Background: an optimization exercise with open tools, aiming at small area, a short achievable clock period and few clock cycles per item. Do not read the settings as production practice. RTL that was checked went through simulation tests only; none was proved equivalent to the original.

==> inputs of run P <==
==> flow/design.v (excerpt) <==
module echo_engine (
    input  wire        clk,
    input  wire        rst,         
    input  wire        cfg_we,
    input  wire [4:0]  cfg_addr,
    input  wire [31:0] cfg_wdata,
    output reg         cfg_err,     
    input  wire        in_valid,
    output wire        in_ready,
    input  wire [1:0]  in_op,       
    input  wire [15:0] in_data,
    output wire        out_valid,
    input  wire        out_ready,
    output wire [15:0] out_data
);
    localparam RING_DEPTH  = 64;
    localparam TABLE_DEPTH = 16;
    localparam OP_DELAY = 2'd0;
    localparam OP_TABLE = 2'd1;
    localparam OP_PRBS  = 2'd2;
    localparam OP_NOISE = 2'd3;
    localparam A_CAPACITY    = 5'd0;
    localparam A_NOISE_LEVEL = 5'd1;
    localparam A_LFSR        = 5'd2;
    localparam A_LCG_SEED    = 5'd3;
    localparam A_TABLE_LEN   = 5'd4;
    localparam A_RESTART     = 5'd5;
    localparam A_LCGSTEP     = 5'd6;
    function [30:0] rotl;
        input [30:0] v;
        input integer n;
        begin
            rotl = (v << n) | (v >> (31 - n));
        end
    endfunction
    function [61:0] csa;     
        input [30:0] x, y, z;
        reg [30:0] c;
        begin
            c   = (x & y) | (x & z) | (y & z);
            csa = {x ^ y ^ z, c[29:0], c[30]};
        end
  ...
export LEC_CHECK = 0
export CAP_MARGIN = 20
export CORE_MARGIN = 2
export CORE_UTILIZATION = 40
export CTS_CLUSTER_DIAMETER = 70
export CTS_CLUSTER_SIZE = 24
export PLACE_DENSITY = 0.6
export SLEW_MARGIN = 20
create_clock -name core_clock -period 10.5 [get_ports {clk}]
standard.sh (not shown) runs the stock make flow with config.mk's settings and CLKGATE_MAP_FILE= SYNTH_SCRIPT=/design/flow/synth_recipe.tcl, a recipe that flattens the netlist after the stock synthesis.
==> flow/flow/run.sh <==
#!/bin/bash
set -euo pipefail
MARGIN=$(cat flow/margin.txt)
bash standard.sh SETUP_SLACK_MARGIN=$MARGIN \
  "CTS_ARGS=-sink_clustering_enable -repair_clock_nets -sink_clustering_size 24 -sink_clustering_max_diameter 70 -dont_use_dummy_load" \
  "BUFFER_PORTS_ARGS=-buffer_cell sky130_fd_sc_hd__buf_4" \
  ADDER_MAP_FILE= \
  finish > flow_make.log 2>&1
==> flow/flow/margin.txt <==
6.9
==> run K (differences from run P) <==
--- a/flow/design.v
+++ b/flow/design.v
@@ -44,43 +44,33 @@
     function [38:0] lcg_next;    
         input [30:0] t;
         input [7:0]  k;
         reg [30:0] sp0, sp1, sp2, s, c, tn;
         reg [61:0] l1a, l1b, l1c, l2a, l2b, l3;
         reg [7:0]  kn;
-        reg [30:0] bg, bp, bc;
+        reg [4:0]  blk;
         integer j;
         begin
             sp0 = {k[4], k[6], k[5], k[5], k[3], k[5], k[4], k[4], k[2], k[4], k[3], k[3], k[1], k[3], k[2], k[2], k[0], k[2], k[1], k[7], k[2], k[1], k[0], k[6], k[1], k[7], k[7], k[5], k[7], k[6], k[6]};
             sp1 = {k[7], k[7], k[7], 1'b0, k[6], k[6], k[6], 1'b0, k[5], k[5], k[5], 1'b0, k[4], k[4], k[4], 1'b0, k[3], k[3], k[3], k[1], 1'b0, k[2], k[2], k[0], 1'b0, k[0], k[1], 1'b0, k[0], k[0], k[0]};
             sp2 = {1'b0, 1'b0, 1'b0, 1'b0, 1'b0, 1'b0, 1'b0, 1'b0, 1'b0, 1'b0, 1'b0, 1'b0, 1'b0, 1'b0, 1'b0, 1'b0, 1'b0, 1'b0, 1'b0, 1'b0, 1'b0, 1'b0, 1'b0, 1'b0, 1'b0, k[1], 1'b0, 1'b0, 1'b0, 1'b0, 1'b0};
             l1a = csa(rotl(t, 14), rotl(t, 9), ~rotl(t, 7));
             l1b = csa(rotl(t, 5),  rotl(t, 3), ~t);
             l1c = csa(sp0, sp1, sp2);
             l2a = csa(l1a[61:31], l1a[30:0], l1b[61:31]);
             l2b = csa(l1b[30:0],  l1c[61:31], l1c[30:0]);
             l3  = csa(l2a[61:31], l2a[30:0], l2b[61:31]);
             {s, c} = csa(l3[61:31], l3[30:0], l2b[30:0]);
-            bg = s & c;
-            bp = s ^ c;
-            for (j = 0; j < 8; j = j + 1) begin
-                bc[4*j] = 1'b0;
-                if (4*j + 1 < 31)
-                    bc[4*j+1] = bg[4*j];
-                if (4*j + 2 < 31)
-                    bc[4*j+2] = bg[4*j+1] | (bp[4*j+1] & bg[4*j]);
-                if (4*j + 3 < 31)
-                    bc[4*j+3] = bg[4*j+2] | (bp[4*j+2] & bg[4*j+1]) |
-                                (bp[4*j+2] & bp[4*j+1] & bg[4*j]);
+            for (j = 0; j < 7; j = j + 1) begin
+                blk = {1'b0, s[4*j +: 4]} + {1'b0, c[4*j +: 4]};
+                tn[4*j +: 4] = blk[3:0];
+                kn[j + 1] = blk[4];
             end
-            for (j = 0; j < 7; j = j + 1)
-                kn[j + 1] = bg[4*j+3] | (bp[4*j+3] & bg[4*j+2]) |
-                            (bp[4*j+3] & bp[4*j+2] & bg[4*j+1]) |
-                            (bp[4*j+3] & bp[4*j+2] & bp[4*j+1] & bg[4*j]);
-            kn[0] = bg[30] | (bp[30] & bg[29]) | (bp[30] & bp[29] & bg[28]);
-            tn = bp ^ bc;
+            blk = {2'b0, s[30:28]} + {2'b0, c[30:28]};
+            tn[30:28] = blk[2:0];
+            kn[0] = blk[3];
             lcg_next = {tn, kn};
         end
     endfunction
     function [30:0] add_eac;
         input [30:0] x, y;
         reg [30:0] p, g, gp, pp, gn, pn, c;
@@ -128,36 +118,23 @@
             A_TABLE_LEN:   cfg_ok = cfg_wdata >= 32'd1 && cfg_wdata <= TABLE_DEPTH;
             A_RESTART:     cfg_ok = 1'b1;
             A_LCGSTEP:     cfg_ok = 1'b1;
             default:       cfg_ok = 1'b0;
         endcase
     end
-    wire seed_ok    = !cfg_wdata[31] && cfg_wdata[30:0] != 31'd0 &&
-                      cfg_wdata[30:0] != 31'h7FFF_FFFF;                  
-    wire wr_seed_addr = cfg_we && cfg_addr == A_LCG_SEED;
-    wire wr_lcgstep = cfg_we && cfg_addr == A_LCGSTEP;
-    reg        d_we;
-    reg [4:0]  d_addr;
-    reg [15:0] d_wdata;
-    reg        d_z31_16;       
-    reg        d_z15_7;        
-    wire d_nz6_0  = d_wdata[6:0] != 7'd0;
-    wire d_ok_cap = d_z31_16 && d_z15_7 && d_nz6_0 &&
-                    !(d_wdata[6] && d_wdata[5:0] != 6'd0);             
-    wire d_ok_nl  = d_z31_16 && !d_wdata[15] && d_wdata[14:0] != 15'd0;  
-    wire d_ok_lfsr = d_wdata != 16'd0;
-    wire d_ok_tlen = d_z31_16 && d_z15_7 && d_wdata[6:5] == 2'd0 &&
-                     d_wdata[4:0] != 5'd0 && !(d_wdata[4] && d_wdata[3:0] != 4'd0);  
-    wire d_cfg   = d_we && !d_addr[4];
-    wire d_wr_cap     = d_cfg && d_addr[3:0] == 4'd0 && d_ok_cap;
-    wire d_wr_nl      = d_cfg && d_addr[3:0] == 4'd1 && d_ok_nl;
-    wire d_wr_lfsr    = d_cfg && d_addr[3:0] == 4'd2 && d_ok_lfsr;
-    wire d_wr_tlen    = d_cfg && d_addr[3:0] == 4'd4 && d_ok_tlen;
-    wire d_ring_clear = d_wr_cap || (d_cfg && d_addr[3:0] == 4'd5 && d_wdata[0]);
-    wire d_tidx_clear = d_wr_tlen || (d_cfg && d_addr[3:0] == 4'd5 && d_wdata[2]);
-    wire d_wr_table   = d_we && d_addr[4];
+    wire cfg_do = cfg_we && cfg_ok;
+    wire wr_cap     = cfg_do && cfg_addr == A_CAPACITY;
+    wire wr_nl      = cfg_do && cfg_addr == A_NOISE_LEVEL;
+    wire wr_lfsr    = cfg_do && cfg_addr == A_LFSR;
+    wire wr_seed    = cfg_do && cfg_addr == A_LCG_SEED;
+    wire wr_tlen    = cfg_do && cfg_addr == A_TABLE_LEN;
+    wire wr_lcgstep = cfg_do && cfg_addr == A_LCGSTEP;
+    wire ring_clear = cfg_do && (cfg_addr == A_CAPACITY ||
+                                 (cfg_addr == A_RESTART && cfg_wdata[0]));
+    wire tidx_clear = cfg_do && (cfg_addr == A_TABLE_LEN ||
+                                 (cfg_addr == A_RESTART && cfg_wdata[2]));
     reg        rdy;
     reg        a_valid;
     reg        a_delay;        
     reg        a_table;        
     reg        a_prbs;         
     reg        a_noise;        
@@ -228,26 +205,12 @@
             result = noise_out;
         else
             result = delay_out;
     end
     integer i;
     always @(posedge clk) begin
-        if (rst || wr_seed_addr) begin
-            if (rst || seed_ok) begin
-                lcg_t    <= rst ? 31'd1 : cfg_wdata[30:0];
-                lcg_k    <= 8'd0;
-                lcg_owed <= 1'b1;
-            end else
-                lcg_owed <= lcg_owed || a_noise;
-        end else begin
-            if (a_noise || lcg_owed || wr_lcgstep)
-                {lcg_t, lcg_k} <= lcg_step;
-            lcg_owed <= wr_lcgstep && (a_noise || lcg_owed);
-        end
-    end
-    always @(posedge clk) begin
         a_x  <= in_data;
         q0 <= take ? (v1 ? q1 : result) : (v0 ? q0 : result);
         q1 <= take ? (v2 ? q2 : result) : (v1 ? q1 : result);
         q2 <= (v2 && !take) ? q2 : result;
         if (a_delay) begin
             s32[0] <= a_x;
@@ -259,19 +222,15 @@
             s4[0] <= c3;
             for (i = 1; i < 4; i = i + 1) s4[i] <= s4[i-1];
             s2[0] <= c2;
             s2[1] <= s2[0];
             s1 <= c1;
         end
-        d_addr   <= cfg_addr;
-        d_wdata  <= cfg_wdata[15:0];
-        d_z31_16 <= cfg_wdata[31:16] == 16'd0;
-        d_z15_7  <= cfg_wdata[15:7] == 9'd0;
         for (i = 0; i < TABLE_DEPTH; i = i + 1)
-            if (d_wr_table && d_addr[3:0] == i)
-                tab[i] <= d_wdata;
+            if (cfg_do && cfg_addr == 5'd16 + i)
+                tab[i] <= cfg_wdata[15:0];
     end
     always @(posedge clk) begin
         if (rst) begin
             rdy         <= 1'b1;
             a_valid     <= 1'b0;
             a_delay     <= 1'b0;
@@ -279,25 +238,26 @@
             a_prbs      <= 1'b0;
             a_noise     <= 1'b0;
             v0          <= 1'b0;
             v1          <= 1'b0;
             v2          <= 1'b0;
             cfg_err     <= 1'b0;
-            d_we        <= 1'b0;
             last        <= 6'd0;
             cnt         <= 6'd0;
             full        <= 1'b0;
             dl          <= 16'd0;
             tlast       <= 4'd0;
             tidx        <= 4'd0;
             tvalid      <= {TABLE_DEPTH{1'b0}};
             noise_level <= 15'd1;
             lfsr        <= 16'h0001;
+            lcg_t       <= 31'd16807;
+            lcg_k       <= 8'd0;
+            lcg_owed    <= 1'b0;
         end else begin
             cfg_err <= cfg_we && !cfg_ok;
-            d_we    <= cfg_we;
             a_valid <= fire;
             a_delay <= fire && in_op == OP_DELAY;
             a_table <= fire && in_op == OP_TABLE;
             a_prbs  <= fire && in_op == OP_PRBS;
             a_noise <= fire && in_op == OP_NOISE;
             v0 <= v0_n;
@@ -311,27 +271,36 @@
                     cnt <= cnt + 6'd1;
             end
             if (a_table)
                 tidx <= tidx_next;
             if (a_prbs)
                 lfsr <= lfsr_next;
-            if (d_wr_cap)
-                last <= d_wdata[5:0] - 6'd1;
-            if (d_wr_nl)
-                noise_level <= d_wdata[14:0];
-            if (d_wr_lfsr)
-                lfsr <= d_wdata;
-            if (d_wr_tlen)
-                tlast <= d_wdata[3:0] - 4'd1;
-            if (d_ring_clear) begin
+            if (wr_seed) begin
+                lcg_t    <= cfg_wdata[30:0];
+                lcg_k    <= 8'd0;
+                lcg_owed <= 1'b1;
+            end else begin
+                if (a_noise || lcg_owed || wr_lcgstep)
+                    {lcg_t, lcg_k} <= lcg_step;
+                lcg_owed <= wr_lcgstep && (a_noise || lcg_owed);
+            end
+            if (wr_cap)
+                last <= cfg_wdata[5:0] - 6'd1;
+            if (wr_nl)
+                noise_level <= cfg_wdata[14:0];
+            if (wr_lfsr)
+                lfsr <= cfg_wdata[15:0];
+            if (wr_tlen)
+                tlast <= cfg_wdata[3:0] - 4'd1;
+            if (ring_clear) begin
                 cnt  <= 6'd0;
                 full <= 1'b0;
                 dl   <= 16'd0;
             end
-            if (d_tidx_clear)
+            if (tidx_clear)
                 tidx <= 4'd0;
             for (i = 0; i < TABLE_DEPTH; i = i + 1)
-                if (d_wr_table && d_addr[3:0] == i)
+                if (cfg_do && cfg_addr == 5'd16 + i)
                     tvalid[i] <= 1'b1;
         end
     end
 endmodule
==> flow/flow/run.sh (replaced) <==
#!/bin/bash
set -euo pipefail
MARGIN=$(cat flow/margin.txt)
bash standard.sh SETUP_SLACK_MARGIN=$MARGIN finish > flow_make.log 2>&1
==> flow/flow/margin.txt (replaced) <==
6.6
- CTS_CLUSTER_DIAMETER: 70 -> 60
- CTS_CLUSTER_SIZE: 24 -> 32
==> run B (differences from run P) <==
==> flow/flow/run.sh (replaced) <==
#!/bin/bash
set -euo pipefail
MARGIN=$(cat flow/margin.txt)
bash standard.sh SETUP_SLACK_MARGIN=$MARGIN \
  "CTS_ARGS=-sink_clustering_enable -repair_clock_nets -sink_clustering_size 24 -sink_clustering_max_diameter 70 -dont_use_dummy_load" \
  "BUFFER_PORTS_ARGS=-buffer_cell sky130_fd_sc_hd__buf_4" \
  finish > flow_make.log 2>&1
==> flow/flow/margin.txt (replaced) <==
6.6
==> run notes <==
Clock skew: run K < run B < run P. Non-clock buffer count, lowest first: run B, run K, run P. Of run P and run B, run P has the higher cell count (gap about 9%, measured against run B). The highest register-to-register slack belongs to run P, the lowest to run K.
Testbench counts of run P, summed over its fixed seeds: cycles 32,976, items 32,000.
Testbench counts of run B, summed over its fixed seeds: cycles 32,976, items 32,000.
The RTL of run K was laid out without a check of its function.

========
==> inputs of v20 <==
==> flow/design.v <==
module echo_engine (
    input  wire        clk,
    input  wire        rst,         
    input  wire        cfg_we,
    input  wire [4:0]  cfg_addr,
    input  wire [31:0] cfg_wdata,
    output reg         cfg_err,     
    input  wire        in_valid,
    output wire        in_ready,
    input  wire [1:0]  in_op,       
    input  wire [15:0] in_data,
    output wire        out_valid,
    input  wire        out_ready,
    output wire [15:0] out_data
);
    localparam RING_DEPTH  = 64;
    localparam TABLE_DEPTH = 16;
    localparam OP_DELAY = 2'd0;
    localparam OP_TABLE = 2'd1;
    localparam OP_PRBS  = 2'd2;
    localparam OP_NOISE = 2'd3;
    localparam A_CAPACITY    = 5'd0;
    localparam A_NOISE_LEVEL = 5'd1;
    localparam A_LFSR        = 5'd2;
    localparam A_LCG_SEED    = 5'd3;
    localparam A_TABLE_LEN   = 5'd4;
    localparam A_RESTART     = 5'd5;
    localparam A_LCGSTEP     = 5'd6;
    function [30:0] rotl;
        input [30:0] v;
        input integer n;
        begin
            rotl = (v << n) | (v >> (31 - n));
        end
    endfunction
    function [61:0] csa;     
        input [30:0] x, y, z;
        reg [30:0] c;
        begin
            c   = (x & y) | (x & z) | (y & z);
            csa = {x ^ y ^ z, c[29:0], c[30]};
        end
    endfunction
    function [38:0] lcg_next;    
        input [30:0] t;
        input [7:0]  k;
        reg [30:0] sp0, sp1, sp2, s, c, tn;
        reg [61:0] l1a, l1b, l1c, l2a, l2b, l3;
        reg [7:0]  kn;
        reg [30:0] bg, bp, bc;
        integer j;
        begin
            sp0 = {k[4], k[6], k[5], k[5], k[3], k[5], k[4], k[4], k[2], k[4], k[3], k[3], k[1], k[3], k[2], k[2], k[0], k[2], k[1], k[7], k[2], k[1], k[0], k[6], k[1], k[7], k[7], k[5], k[7], k[6], k[6]};
            sp1 = {k[7], k[7], k[7], 1'b0, k[6], k[6], k[6], 1'b0, k[5], k[5], k[5], 1'b0, k[4], k[4], k[4], 1'b0, k[3], k[3], k[3], k[1], 1'b0, k[2], k[2], k[0], 1'b0, k[0], k[1], 1'b0, k[0], k[0], k[0]};
            sp2 = {1'b0, 1'b0, 1'b0, 1'b0, 1'b0, 1'b0, 1'b0, 1'b0, 1'b0, 1'b0, 1'b0, 1'b0, 1'b0, 1'b0, 1'b0, 1'b0, 1'b0, 1'b0, 1'b0, 1'b0, 1'b0, 1'b0, 1'b0, 1'b0, 1'b0, k[1], 1'b0, 1'b0, 1'b0, 1'b0, 1'b0};
            l1a = csa(rotl(t, 14), rotl(t, 9), ~rotl(t, 7));
            l1b = csa(rotl(t, 5),  rotl(t, 3), ~t);
            l1c = csa(sp0, sp1, sp2);
            l2a = csa(l1a[61:31], l1a[30:0], l1b[61:31]);
            l2b = csa(l1b[30:0],  l1c[61:31], l1c[30:0]);
            l3  = csa(l2a[61:31], l2a[30:0], l2b[61:31]);
            {s, c} = csa(l3[61:31], l3[30:0], l2b[30:0]);
            bg = s & c;
            bp = s ^ c;
            for (j = 0; j < 8; j = j + 1) begin
                bc[4*j] = 1'b0;
                if (4*j + 1 < 31)
                    bc[4*j+1] = bg[4*j];
                if (4*j + 2 < 31)
                    bc[4*j+2] = bg[4*j+1] | (bp[4*j+1] & bg[4*j]);
                if (4*j + 3 < 31)
                    bc[4*j+3] = bg[4*j+2] | (bp[4*j+2] & bg[4*j+1]) |
                                (bp[4*j+2] & bp[4*j+1] & bg[4*j]);
            end
            for (j = 0; j < 7; j = j + 1)
                kn[j + 1] = bg[4*j+3] | (bp[4*j+3] & bg[4*j+2]) |
                            (bp[4*j+3] & bp[4*j+2] & bg[4*j+1]) |
                            (bp[4*j+3] & bp[4*j+2] & bp[4*j+1] & bg[4*j]);
            kn[0] = bg[30] | (bp[30] & bg[29]) | (bp[30] & bp[29] & bg[28]);
            tn = bp ^ bc;
            lcg_next = {tn, kn};
        end
    endfunction
    function [30:0] add_eac;
        input [30:0] x, y;
        reg [30:0] p, g, gp, pp, gn, pn, c;
        integer n, d;
        begin
            p  = x ^ y;
            g  = x & y;
            gp = g;
            pp = p;
            for (d = 1; d < 31; d = d * 2) begin
                gn = gp;
                pn = pp;
                for (n = d; n < 31; n = n + 1) begin
                    gn[n] = gp[n] | (pp[n] & gp[n-d]);
                    pn[n] = pp[n] & pp[n-d];
                end
                gp = gn;
                pp = pn;
            end
            c[0] = gp[30];
            for (n = 1; n < 31; n = n + 1)
                c[n] = gp[n-1] | (pp[n-1] & gp[30]);
            add_eac = p ^ c;
        end
    endfunction
    function [30:0] kvec;    
        input [7:0] k;
        integer j;
        begin
            kvec = 31'd0;
            for (j = 0; j < 8; j = j + 1)
                kvec[4*j] = k[j];
        end
    endfunction
    reg cfg_ok;
    always @(*) begin
        cfg_ok = 1'b0;
        if (cfg_addr[4])
            cfg_ok = 1'b1;                                     
        else case (cfg_addr)
            A_CAPACITY:    cfg_ok = cfg_wdata >= 32'd1 && cfg_wdata <= RING_DEPTH;
            A_NOISE_LEVEL: cfg_ok = cfg_wdata >= 32'd1 && cfg_wdata <= 32'd32767;
            A_LFSR:        cfg_ok = cfg_wdata[15:0] != 16'd0;
            A_LCG_SEED:    cfg_ok = cfg_wdata >= 32'd1 && cfg_wdata <= 32'd2147483646;
            A_TABLE_LEN:   cfg_ok = cfg_wdata >= 32'd1 && cfg_wdata <= TABLE_DEPTH;
            A_RESTART:     cfg_ok = 1'b1;
            A_LCGSTEP:     cfg_ok = 1'b1;
            default:       cfg_ok = 1'b0;
        endcase
    end
    wire seed_ok    = !cfg_wdata[31] && cfg_wdata[30:0] != 31'd0 &&
                      cfg_wdata[30:0] != 31'h7FFF_FFFF;                  
    wire wr_seed_addr = cfg_we && cfg_addr == A_LCG_SEED;
    wire wr_lcgstep = cfg_we && cfg_addr == A_LCGSTEP;
    reg        d_we;
    reg [4:0]  d_addr;
    reg [15:0] d_wdata;
    reg        d_z31_16;       
    reg        d_z15_7;        
    wire d_nz6_0  = d_wdata[6:0] != 7'd0;
    wire d_ok_cap = d_z31_16 && d_z15_7 && d_nz6_0 &&
                    !(d_wdata[6] && d_wdata[5:0] != 6'd0);             
    wire d_ok_nl  = d_z31_16 && !d_wdata[15] && d_wdata[14:0] != 15'd0;  
    wire d_ok_lfsr = d_wdata != 16'd0;
    wire d_ok_tlen = d_z31_16 && d_z15_7 && d_wdata[6:5] == 2'd0 &&
                     d_wdata[4:0] != 5'd0 && !(d_wdata[4] && d_wdata[3:0] != 4'd0);  
    wire d_cfg   = d_we && !d_addr[4];
    wire d_wr_cap     = d_cfg && d_addr[3:0] == 4'd0 && d_ok_cap;
    wire d_wr_nl      = d_cfg && d_addr[3:0] == 4'd1 && d_ok_nl;
    wire d_wr_lfsr    = d_cfg && d_addr[3:0] == 4'd2 && d_ok_lfsr;
    wire d_wr_tlen    = d_cfg && d_addr[3:0] == 4'd4 && d_ok_tlen;
    wire d_ring_clear = d_wr_cap || (d_cfg && d_addr[3:0] == 4'd5 && d_wdata[0]);
    wire d_tidx_clear = d_wr_tlen || (d_cfg && d_addr[3:0] == 4'd5 && d_wdata[2]);
    wire d_wr_table   = d_we && d_addr[4];
    reg        rdy;
    reg        a_valid;
    reg        a_delay;        
    reg        a_table;        
    reg        a_prbs;         
    reg        a_noise;        
    reg [15:0] a_x;
    reg        v0, v1, v2;
    reg [15:0] q0, q1, q2;
    assign in_ready  = rdy;
    assign out_valid = v0;
    assign out_data  = q0;
    wire fire = in_valid && rdy;
    wire take = v0 && out_ready;
    wire push = a_valid;
    wire v0_n = take ? (v1 | push)        : (v0 | push);
    wire v1_n = take ? (v2 | (v1 & push)) : (v1 | (v0 & push));
    wire v2_n = take ? (v2 & push)        : (v2 | (v1 & push));
    reg [5:0]  last;           
    reg [5:0]  cnt;            
    reg        full;           
    reg [15:0] s32 [0:31];
    reg [15:0] s16 [0:15];
    reg [15:0] s8  [0:7];
    reg [15:0] s4  [0:3];
    reg [15:0] s2  [0:1];
    reg [15:0] s1;
    reg [15:0] dl;
    reg [3:0]  tlast;          
    reg [3:0]  tidx;
    reg [15:0] tab [0:TABLE_DEPTH-1];
    reg [TABLE_DEPTH-1:0] tvalid;    
    reg [14:0] noise_level;
    reg [15:0] lfsr;
    reg [30:0] lcg_t;          
    reg [7:0]  lcg_k;          
    reg        lcg_owed;       
    wire [15:0] rd = dl;
    wire [16:0] delay_sum = {a_x[15], a_x} + {rd[15], rd};
    reg  [15:0] delay_out;
    always @(*) begin
        if (delay_sum[16] == delay_sum[15])
            delay_out = delay_sum[15:0];
        else if (delay_sum[16])
            delay_out = 16'h8000;
        else
            delay_out = 16'h7FFF;
    end
    wire [15:0] c5 = last[5] ? s32[31] : a_x;
    wire [15:0] c4 = last[4] ? s16[15] : c5;
    wire [15:0] c3 = last[3] ? s8[7]   : c4;
    wire [15:0] c2 = last[2] ? s4[3]   : c3;
    wire [15:0] c1 = last[1] ? s2[1]   : c2;
    wire [15:0] c0 = last[0] ? s1      : c1;
    wire        full_next = full || cnt == last;
    wire [15:0] table_out = tvalid[tidx] ? tab[tidx] : 16'd0;
    wire [3:0]  tidx_next = (tidx == tlast) ? 4'd0 : tidx + 4'd1;
    wire        prbs_fb   = lfsr[15] ^ lfsr[14] ^ lfsr[3] ^ lfsr[1];
    wire [15:0] lfsr_next = {lfsr[14:0], prbs_fb};
    wire [15:0] prbs_out  = prbs_fb ? {1'b0, noise_level} : -{1'b0, noise_level};
    wire [38:0] lcg_step  = lcg_next(lcg_t, lcg_k);
    wire [30:0] lcg_val   = add_eac(lcg_t, kvec(lcg_k));
    wire [15:0] noise_out = {{4{~lcg_val[30]}}, lcg_val[29:18]};
    reg [15:0] result;
    always @(*) begin
        if (a_table)
            result = table_out;
        else if (a_prbs)
            result = prbs_out;
        else if (a_noise)
            result = noise_out;
        else
            result = delay_out;
    end
    integer i;
    always @(posedge clk) begin
        if (rst || wr_seed_addr) begin
            if (rst || seed_ok) begin
                lcg_t    <= rst ? 31'd1 : cfg_wdata[30:0];
                lcg_k    <= 8'd0;
                lcg_owed <= 1'b1;
            end else
                lcg_owed <= lcg_owed || a_noise;
        end else begin
            if (a_noise || lcg_owed || wr_lcgstep)
                {lcg_t, lcg_k} <= lcg_step;
            lcg_owed <= wr_lcgstep && (a_noise || lcg_owed);
        end
    end
    always @(posedge clk) begin
        a_x  <= in_data;
        q0 <= take ? (v1 ? q1 : result) : (v0 ? q0 : result);
        q1 <= take ? (v2 ? q2 : result) : (v1 ? q1 : result);
        q2 <= (v2 && !take) ? q2 : result;
        if (a_delay) begin
            s32[0] <= a_x;
            for (i = 1; i < 32; i = i + 1) s32[i] <= s32[i-1];
            s16[0] <= c5;
            for (i = 1; i < 16; i = i + 1) s16[i] <= s16[i-1];
            s8[0] <= c4;
            for (i = 1; i < 8; i = i + 1) s8[i] <= s8[i-1];
            s4[0] <= c3;
            for (i = 1; i < 4; i = i + 1) s4[i] <= s4[i-1];
            s2[0] <= c2;
            s2[1] <= s2[0];
            s1 <= c1;
        end
        d_addr   <= cfg_addr;
        d_wdata  <= cfg_wdata[15:0];
        d_z31_16 <= cfg_wdata[31:16] == 16'd0;
        d_z15_7  <= cfg_wdata[15:7] == 9'd0;
        for (i = 0; i < TABLE_DEPTH; i = i + 1)
            if (d_wr_table && d_addr[3:0] == i)
                tab[i] <= d_wdata;
    end
    always @(posedge clk) begin
        if (rst) begin
            rdy         <= 1'b1;
            a_valid     <= 1'b0;
            a_delay     <= 1'b0;
            a_table     <= 1'b0;
            a_prbs      <= 1'b0;
            a_noise     <= 1'b0;
            v0          <= 1'b0;
            v1          <= 1'b0;
            v2          <= 1'b0;
            cfg_err     <= 1'b0;
            d_we        <= 1'b0;
            last        <= 6'd0;
            cnt         <= 6'd0;
            full        <= 1'b0;
            dl          <= 16'd0;
            tlast       <= 4'd0;
            tidx        <= 4'd0;
            tvalid      <= {TABLE_DEPTH{1'b0}};
            noise_level <= 15'd1;
            lfsr        <= 16'h0001;
        end else begin
            cfg_err <= cfg_we && !cfg_ok;
            d_we    <= cfg_we;
            a_valid <= fire;
            a_delay <= fire && in_op == OP_DELAY;
            a_table <= fire && in_op == OP_TABLE;
            a_prbs  <= fire && in_op == OP_PRBS;
            a_noise <= fire && in_op == OP_NOISE;
            v0 <= v0_n;
            v1 <= v1_n;
            v2 <= v2_n;
            rdy <= fire ? !v1_n : !v2_n;
            if (a_delay) begin
                full <= full_next;
                dl   <= full_next ? c0 : 16'd0;
                if (!full)
                    cnt <= cnt + 6'd1;
            end
            if (a_table)
                tidx <= tidx_next;
            if (a_prbs)
                lfsr <= lfsr_next;
            if (d_wr_cap)
                last <= d_wdata[5:0] - 6'd1;
            if (d_wr_nl)
                noise_level <= d_wdata[14:0];
            if (d_wr_lfsr)
                lfsr <= d_wdata;
            if (d_wr_tlen)
                tlast <= d_wdata[3:0] - 4'd1;
            if (d_ring_clear) begin
                cnt  <= 6'd0;
                full <= 1'b0;
                dl   <= 16'd0;
            end
            if (d_tidx_clear)
                tidx <= 4'd0;
            for (i = 0; i < TABLE_DEPTH; i = i + 1)
                if (d_wr_table && d_addr[3:0] == i)
                    tvalid[i] <= 1'b1;
        end
    end
endmodule
==> flow/flow/run.sh <==
#!/bin/bash
set -euo pipefail
MARGIN=$(cat flow/margin.txt)
bash standard.sh SETUP_SLACK_MARGIN=$MARGIN \
  "CTS_ARGS=-sink_clustering_enable -repair_clock_nets -sink_clustering_size 24 -sink_clustering_max_diameter 70 -dont_use_dummy_load" \
  "BUFFER_PORTS_ARGS=-buffer_cell sky130_fd_sc_hd__buf_4" \
  finish > flow_make.log 2>&1
==> flow/flow/margin.txt <==
7.0
==> flow/standard.sh <==
#!/bin/bash
# synth_recipe.tcl (not shown) runs the flow's synth.tcl, then flattens the netlist and writes it again
# the make line also repeats each setting of config.mk as NAME=value (left out here)
make -C /OpenROAD-flow-scripts/flow DESIGN_CONFIG=/design/flow/config.mk WORK_HOME=/design/flow/orfs CLKGATE_MAP_FILE= SYNTH_SCRIPT=/design/flow/synth_recipe.tcl "${@:-finish}"
==> flow/config.mk <==
export PLATFORM = sky130hd
export DESIGN_NAME = echo_engine
export DESIGN_NICKNAME = echo_engine
export VERILOG_FILES = /design/flow/design.v
export SDC_FILE = /design/flow/constraint.sdc
export NUM_CORES = 4
export LEC_CHECK = 0
export CAP_MARGIN = 20
export CORE_MARGIN = 2
export CORE_UTILIZATION = 40
export CTS_CLUSTER_DIAMETER = 70
export CTS_CLUSTER_SIZE = 24
export PLACE_DENSITY = 0.6
export SLEW_MARGIN = 20
==> flow/constraint.sdc <==
create_clock -name core_clock -period 10.5 [get_ports {clk}]
set_input_delay 2.1000 -clock core_clock [delete_from_list [all_inputs] [get_ports {clk}]]
set_output_delay 2.1000 -clock core_clock [all_outputs]
set_load 0.01 [all_outputs]
==> v22: changes against v20 <==
--- a/flow/design.v
+++ b/flow/design.v
@@ -48,5 +48,5 @@
         reg [61:0] l1a, l1b, l1c, l2a, l2b, l3;
         reg [7:0]  kn;
-        reg [30:0] bg, bp, bc;
+        reg [4:0]  blk;
         integer j;
         begin
@@ -61,22 +61,12 @@
             l3  = csa(l2a[61:31], l2a[30:0], l2b[61:31]);
             {s, c} = csa(l3[61:31], l3[30:0], l2b[30:0]);
-            bg = s & c;
-            bp = s ^ c;
-            for (j = 0; j < 8; j = j + 1) begin
-                bc[4*j] = 1'b0;
-                if (4*j + 1 < 31)
-                    bc[4*j+1] = bg[4*j];
-                if (4*j + 2 < 31)
-                    bc[4*j+2] = bg[4*j+1] | (bp[4*j+1] & bg[4*j]);
-                if (4*j + 3 < 31)
-                    bc[4*j+3] = bg[4*j+2] | (bp[4*j+2] & bg[4*j+1]) |
-                                (bp[4*j+2] & bp[4*j+1] & bg[4*j]);
+            for (j = 0; j < 7; j = j + 1) begin
+                blk = {1'b0, s[4*j +: 4]} + {1'b0, c[4*j +: 4]};
+                tn[4*j +: 4] = blk[3:0];
+                kn[j + 1] = blk[4];
             end
-            for (j = 0; j < 7; j = j + 1)
-                kn[j + 1] = bg[4*j+3] | (bp[4*j+3] & bg[4*j+2]) |
-                            (bp[4*j+3] & bp[4*j+2] & bg[4*j+1]) |
-                            (bp[4*j+3] & bp[4*j+2] & bp[4*j+1] & bg[4*j]);
-            kn[0] = bg[30] | (bp[30] & bg[29]) | (bp[30] & bp[29] & bg[28]);
-            tn = bp ^ bc;
+            blk = {2'b0, s[30:28]} + {2'b0, c[30:28]};
+            tn[30:28] = blk[2:0];
+            kn[0] = blk[3];
             lcg_next = {tn, kn};
         end
@@ -132,28 +122,15 @@
         endcase
     end
-    wire seed_ok    = !cfg_wdata[31] && cfg_wdata[30:0] != 31'd0 &&
-                      cfg_wdata[30:0] != 31'h7FFF_FFFF;                  
-    wire wr_seed_addr = cfg_we && cfg_addr == A_LCG_SEED;
-    wire wr_lcgstep = cfg_we && cfg_addr == A_LCGSTEP;
-    reg        d_we;
-    reg [4:0]  d_addr;
-    reg [15:0] d_wdata;
-    reg        d_z31_16;       
-    reg        d_z15_7;        
-    wire d_nz6_0  = d_wdata[6:0] != 7'd0;
-    wire d_ok_cap = d_z31_16 && d_z15_7 && d_nz6_0 &&
-                    !(d_wdata[6] && d_wdata[5:0] != 6'd0);             
-    wire d_ok_nl  = d_z31_16 && !d_wdata[15] && d_wdata[14:0] != 15'd0;  
-    wire d_ok_lfsr = d_wdata != 16'd0;
-    wire d_ok_tlen = d_z31_16 && d_z15_7 && d_wdata[6:5] == 2'd0 &&
-                     d_wdata[4:0] != 5'd0 && !(d_wdata[4] && d_wdata[3:0] != 4'd0);  
-    wire d_cfg   = d_we && !d_addr[4];
-    wire d_wr_cap     = d_cfg && d_addr[3:0] == 4'd0 && d_ok_cap;
-    wire d_wr_nl      = d_cfg && d_addr[3:0] == 4'd1 && d_ok_nl;
-    wire d_wr_lfsr    = d_cfg && d_addr[3:0] == 4'd2 && d_ok_lfsr;
-    wire d_wr_tlen    = d_cfg && d_addr[3:0] == 4'd4 && d_ok_tlen;
-    wire d_ring_clear = d_wr_cap || (d_cfg && d_addr[3:0] == 4'd5 && d_wdata[0]);
-    wire d_tidx_clear = d_wr_tlen || (d_cfg && d_addr[3:0] == 4'd5 && d_wdata[2]);
-    wire d_wr_table   = d_we && d_addr[4];
+    wire cfg_do = cfg_we && cfg_ok;
+    wire wr_cap     = cfg_do && cfg_addr == A_CAPACITY;
+    wire wr_nl      = cfg_do && cfg_addr == A_NOISE_LEVEL;
+    wire wr_lfsr    = cfg_do && cfg_addr == A_LFSR;
+    wire wr_seed    = cfg_do && cfg_addr == A_LCG_SEED;
+    wire wr_tlen    = cfg_do && cfg_addr == A_TABLE_LEN;
+    wire wr_lcgstep = cfg_do && cfg_addr == A_LCGSTEP;
+    wire ring_clear = cfg_do && (cfg_addr == A_CAPACITY ||
+                                 (cfg_addr == A_RESTART && cfg_wdata[0]));
+    wire tidx_clear = cfg_do && (cfg_addr == A_TABLE_LEN ||
+                                 (cfg_addr == A_RESTART && cfg_wdata[2]));
     reg        rdy;
     reg        a_valid;
@@ -232,18 +209,4 @@
     integer i;
     always @(posedge clk) begin
-        if (rst || wr_seed_addr) begin
-            if (rst || seed_ok) begin
-                lcg_t    <= rst ? 31'd1 : cfg_wdata[30:0];
-                lcg_k    <= 8'd0;
-                lcg_owed <= 1'b1;
-            end else
-                lcg_owed <= lcg_owed || a_noise;
-        end else begin
-            if (a_noise || lcg_owed || wr_lcgstep)
-                {lcg_t, lcg_k} <= lcg_step;
-            lcg_owed <= wr_lcgstep && (a_noise || lcg_owed);
-        end
-    end
-    always @(posedge clk) begin
         a_x  <= in_data;
         q0 <= take ? (v1 ? q1 : result) : (v0 ? q0 : result);
@@ -263,11 +226,7 @@
             s1 <= c1;
         end
-        d_addr   <= cfg_addr;
-        d_wdata  <= cfg_wdata[15:0];
-        d_z31_16 <= cfg_wdata[31:16] == 16'd0;
-        d_z15_7  <= cfg_wdata[15:7] == 9'd0;
         for (i = 0; i < TABLE_DEPTH; i = i + 1)
-            if (d_wr_table && d_addr[3:0] == i)
-                tab[i] <= d_wdata;
+            if (cfg_do && cfg_addr == 5'd16 + i)
+                tab[i] <= cfg_wdata[15:0];
     end
     always @(posedge clk) begin
@@ -283,5 +242,4 @@
             v2          <= 1'b0;
             cfg_err     <= 1'b0;
-            d_we        <= 1'b0;
             last        <= 6'd0;
             cnt         <= 6'd0;
@@ -293,7 +251,9 @@
             noise_level <= 15'd1;
             lfsr        <= 16'h0001;
+            lcg_t       <= 31'd16807;
+            lcg_k       <= 8'd0;
+            lcg_owed    <= 1'b0;
         end else begin
             cfg_err <= cfg_we && !cfg_ok;
-            d_we    <= cfg_we;
             a_valid <= fire;
             a_delay <= fire && in_op == OP_DELAY;
@@ -315,21 +275,30 @@
             if (a_prbs)
                 lfsr <= lfsr_next;
-            if (d_wr_cap)
-                last <= d_wdata[5:0] - 6'd1;
-            if (d_wr_nl)
-                noise_level <= d_wdata[14:0];
-            if (d_wr_lfsr)
-                lfsr <= d_wdata;
-            if (d_wr_tlen)
-                tlast <= d_wdata[3:0] - 4'd1;
-            if (d_ring_clear) begin
+            if (wr_seed) begin
+                lcg_t    <= cfg_wdata[30:0];
+                lcg_k    <= 8'd0;
+                lcg_owed <= 1'b1;
+            end else begin
+                if (a_noise || lcg_owed || wr_lcgstep)
+                    {lcg_t, lcg_k} <= lcg_step;
+                lcg_owed <= wr_lcgstep && (a_noise || lcg_owed);
+            end
+            if (wr_cap)
+                last <= cfg_wdata[5:0] - 6'd1;
+            if (wr_nl)
+                noise_level <= cfg_wdata[14:0];
+            if (wr_lfsr)
+                lfsr <= cfg_wdata[15:0];
+            if (wr_tlen)
+                tlast <= cfg_wdata[3:0] - 4'd1;
+            if (ring_clear) begin
                 cnt  <= 6'd0;
                 full <= 1'b0;
                 dl   <= 16'd0;
             end
-            if (d_tidx_clear)
+            if (tidx_clear)
                 tidx <= 4'd0;
             for (i = 0; i < TABLE_DEPTH; i = i + 1)
-                if (d_wr_table && d_addr[3:0] == i)
+                if (cfg_do && cfg_addr == 5'd16 + i)
                     tvalid[i] <= 1'b1;
         end
==> flow/run.sh (new file) <==
#!/bin/bash
# synth_recipe.tcl (not shown) runs the flow's synth.tcl, then flattens the netlist and writes it again
# the make line also repeats each setting of config.mk as NAME=value (left out here)
make -C /OpenROAD-flow-scripts/flow DESIGN_CONFIG=/design/flow/config.mk WORK_HOME=/design/flow/orfs CLKGATE_MAP_FILE= SYNTH_SCRIPT=/design/flow/synth_recipe.tcl finish
Settings changed: SETUP_SLACK_MARGIN from default to 5.
removed: flow/flow/run.sh
removed: flow/flow/margin.txt
removed: flow/standard.sh
==> v32: changes against v20 <==
==> flow/flow/run.sh (replaced) <==
#!/bin/bash
set -euo pipefail
MARGIN=$(cat flow/margin.txt)
bash standard.sh SETUP_SLACK_MARGIN=$MARGIN \
  "CTS_ARGS=-sink_clustering_enable -repair_clock_nets -sink_clustering_size 24 -sink_clustering_max_diameter 70 -dont_use_dummy_load" \
  finish > flow_make.log 2>&1
==> v34: changes against v20 <==
--- a/flow/design.v
+++ b/flow/design.v
@@ -232,7 +232,11 @@
     integer i;
     always @(posedge clk) begin
-        if (rst || wr_seed_addr) begin
-            if (rst || seed_ok) begin
-                lcg_t    <= rst ? 31'd1 : cfg_wdata[30:0];
+        if (rst) begin
+            lcg_t    <= 31'd1;
+            lcg_k    <= 8'd0;
+            lcg_owed <= 1'b1;
+        end else if (wr_seed_addr) begin
+            if (seed_ok) begin
+                lcg_t    <= cfg_wdata[30:0];
                 lcg_k    <= 8'd0;
                 lcg_owed <= 1'b1;
==> flow/flow/run.sh (replaced) <==
#!/bin/bash
# Standard ORFS layout through the standard.sh (the standard synthesis script, so
# the same registers), with these changes to how the layout is made:
#  - clock tree synthesis without dummy loads;
#  - buf_4 cells as the port buffers;
#  - no full or half adder cells from synthesis (abc maps the adders as plain gates).
set -euo pipefail
MARGIN=$(cat flow/margin.txt)
bash standard.sh SETUP_SLACK_MARGIN=$MARGIN \
  "CTS_ARGS=-sink_clustering_enable -repair_clock_nets -sink_clustering_size 24 -sink_clustering_max_diameter 70 -dont_use_dummy_load" \
  "BUFFER_PORTS_ARGS=-buffer_cell sky130_fd_sc_hd__buf_4" \
  ADDER_MAP_FILE= \
  finish > flow_make.log 2>&1
==> flow/flow/margin.txt (replaced) <==
6.6
==> results.sh <==
export IMPL_synth_fa_ha_area_share_pct=8.59
export IMPL_r2r_start="lcg_t[17]"
export IMPL_globalplace_congestion=0.863
export IMPL_avgViaCountPerCell=5.22
export IMPL_grt_first_pass_wirelength_um=180000
export IMPL_timing_final_crit_share_pct=50.5
export IMPL_cts_sinks=1462
export IMPL_rows=138
export IMPL_dp_hpwl_um=74800
export IMPL_syn_inst=3442
export IMPL_syn_nets=3782
export IMPL_well_tap_count=1890
export IMPL_seq_share_pct=66.3
export IMPL_drt_total_wl_um=120000
export IMPL_status="no timing/DRC/antenna violations"
export IMPL_pre_cts_ws_ps=4440
export IMPL_fin_area_um2=63700
The numbers above come from v22.

==> results.sh <==
export IMPL_globalplace_congestion=0.861
export IMPL_syn_inst=3281
export IMPL_well_tap_count=1903
export IMPL_cts_sinks=1486
export IMPL_grt_first_pass_wirelength_um=176000
export IMPL_rows=139
export IMPL_avgViaCountPerCell=5.16
export IMPL_report_final_setup_viol=0
export IMPL_seq_share_pct=65.7
export IMPL_yosys_top_cells_count="edfxtp_1 (1,335), inv_1 (310), nor2_1 (199)"
export IMPL_r2r_start="lcg_t[29]"
export IMPL_placed_cells=5229
export IMPL_die_h_um=383
export IMPL_fin_crit_ps=4140
export IMPL_r2r_end="lcg_t[13]"
export IMPL_pre_cts_ws_ps=5940
export IMPL_timing_final_crit_share_pct=39.4
export IMPL_drt_total_wl_um=117000
export IMPL_slowest_delay_ps=560
export IMPL_status="no timing/DRC/antenna violations"
export IMPL_dp_hpwl_um=71900
The numbers above come from v20.

==> results.sh <==
export IMPL_seq_share_pct=65.6
export IMPL_globalplace_congestion=0.852
export IMPL_synth_fa_ha_area_share_pct=8.54
export IMPL_timing_final_crit_share_pct=38.9
export IMPL_grt_first_pass_wirelength_um=177000
export IMPL_avgViaCountPerCell=5.14
export IMPL_syn_inst=3281
export IMPL_syn_nets=3619
export IMPL_cts_sinks=1486
export IMPL_status="no timing/DRC/antenna violations"
The numbers above come from v32.

==> results.sh <==
export IMPL_fin_area_um2=64100
export IMPL_globalplace_congestion=0.887
export IMPL_grt_use_met3_pct=2.86
export IMPL_status="no timing/DRC/antenna violations"
export IMPL_well_tap_count=1903
export IMPL_avgViaCountPerCell=5.38
export IMPL_rows=139
export IMPL_dp_hpwl_um=81800
export IMPL_holdBufCountCts=0
export IMPL_timing_final_crit_share_pct=36.8
export IMPL_syn_nets=3715
export IMPL_grt_first_pass_wirelength_um=191000
export IMPL_synth_fa_ha_area_share_pct=2.57
export IMPL_cts_sinks=1486
export IMPL_pre_cts_ws_ps=5350
The numbers above come from v34.

Testbench counts of v20, summed over its fixed seeds: cycles 32,976, items 32,000.
Testbench counts of v32, summed over its fixed seeds: cycles 32,976, items 32,000.
For v22 and v34, only the layout was checked, not whether the RTL still works.

-- what the ideal ports hide --
No port has a modelled driver above. Below, the same layouts with a new extraction and two added sets of constraints. Step 1, drivers: a clkbuf_16 drives clk and a buf_2 each remaining input, both assumed. Step 2 adds t to the input delays and takes it off the output delays; t is the mean of the earliest and latest rising clock arrival at the registers after step 1. Input paths then give back, and output paths get back, about the clock's delay inside the block. a / b / c = ideal / step 1 / step 2; a / b = the first two.
run | t, ns | slack for setup (ns) | worst register clock-pin slew, ns
run P | 0.756 | 6.929 / 6.885 / 6.249 | 0.09 / 0.09
run K | 0.790 | 6.330 / 6.330 / 5.708 | 0.10 / 0.10
run B | 0.755 | 6.466 / 6.466 / 5.985 | 0.10 / 0.10
v20 | 0.741 | 6.360 / 6.360 / 5.787 | 0.09 / 0.09
v22 | 0.796 | 5.195 / 5.247 / 4.450 | 0.09 / 0.09
v32 | 0.752 | 6.420 / 6.420 / 5.947 | 0.09 / 0.09
v34 | 0.748 | 6.636 / 6.636 / 5.998 | 0.10 / 0.10
After both steps setup and hold are still met in every run listed. The setup slack of v22, which loses most, moves by +0.052 ns with the drivers and by -0.745 ns with both steps.
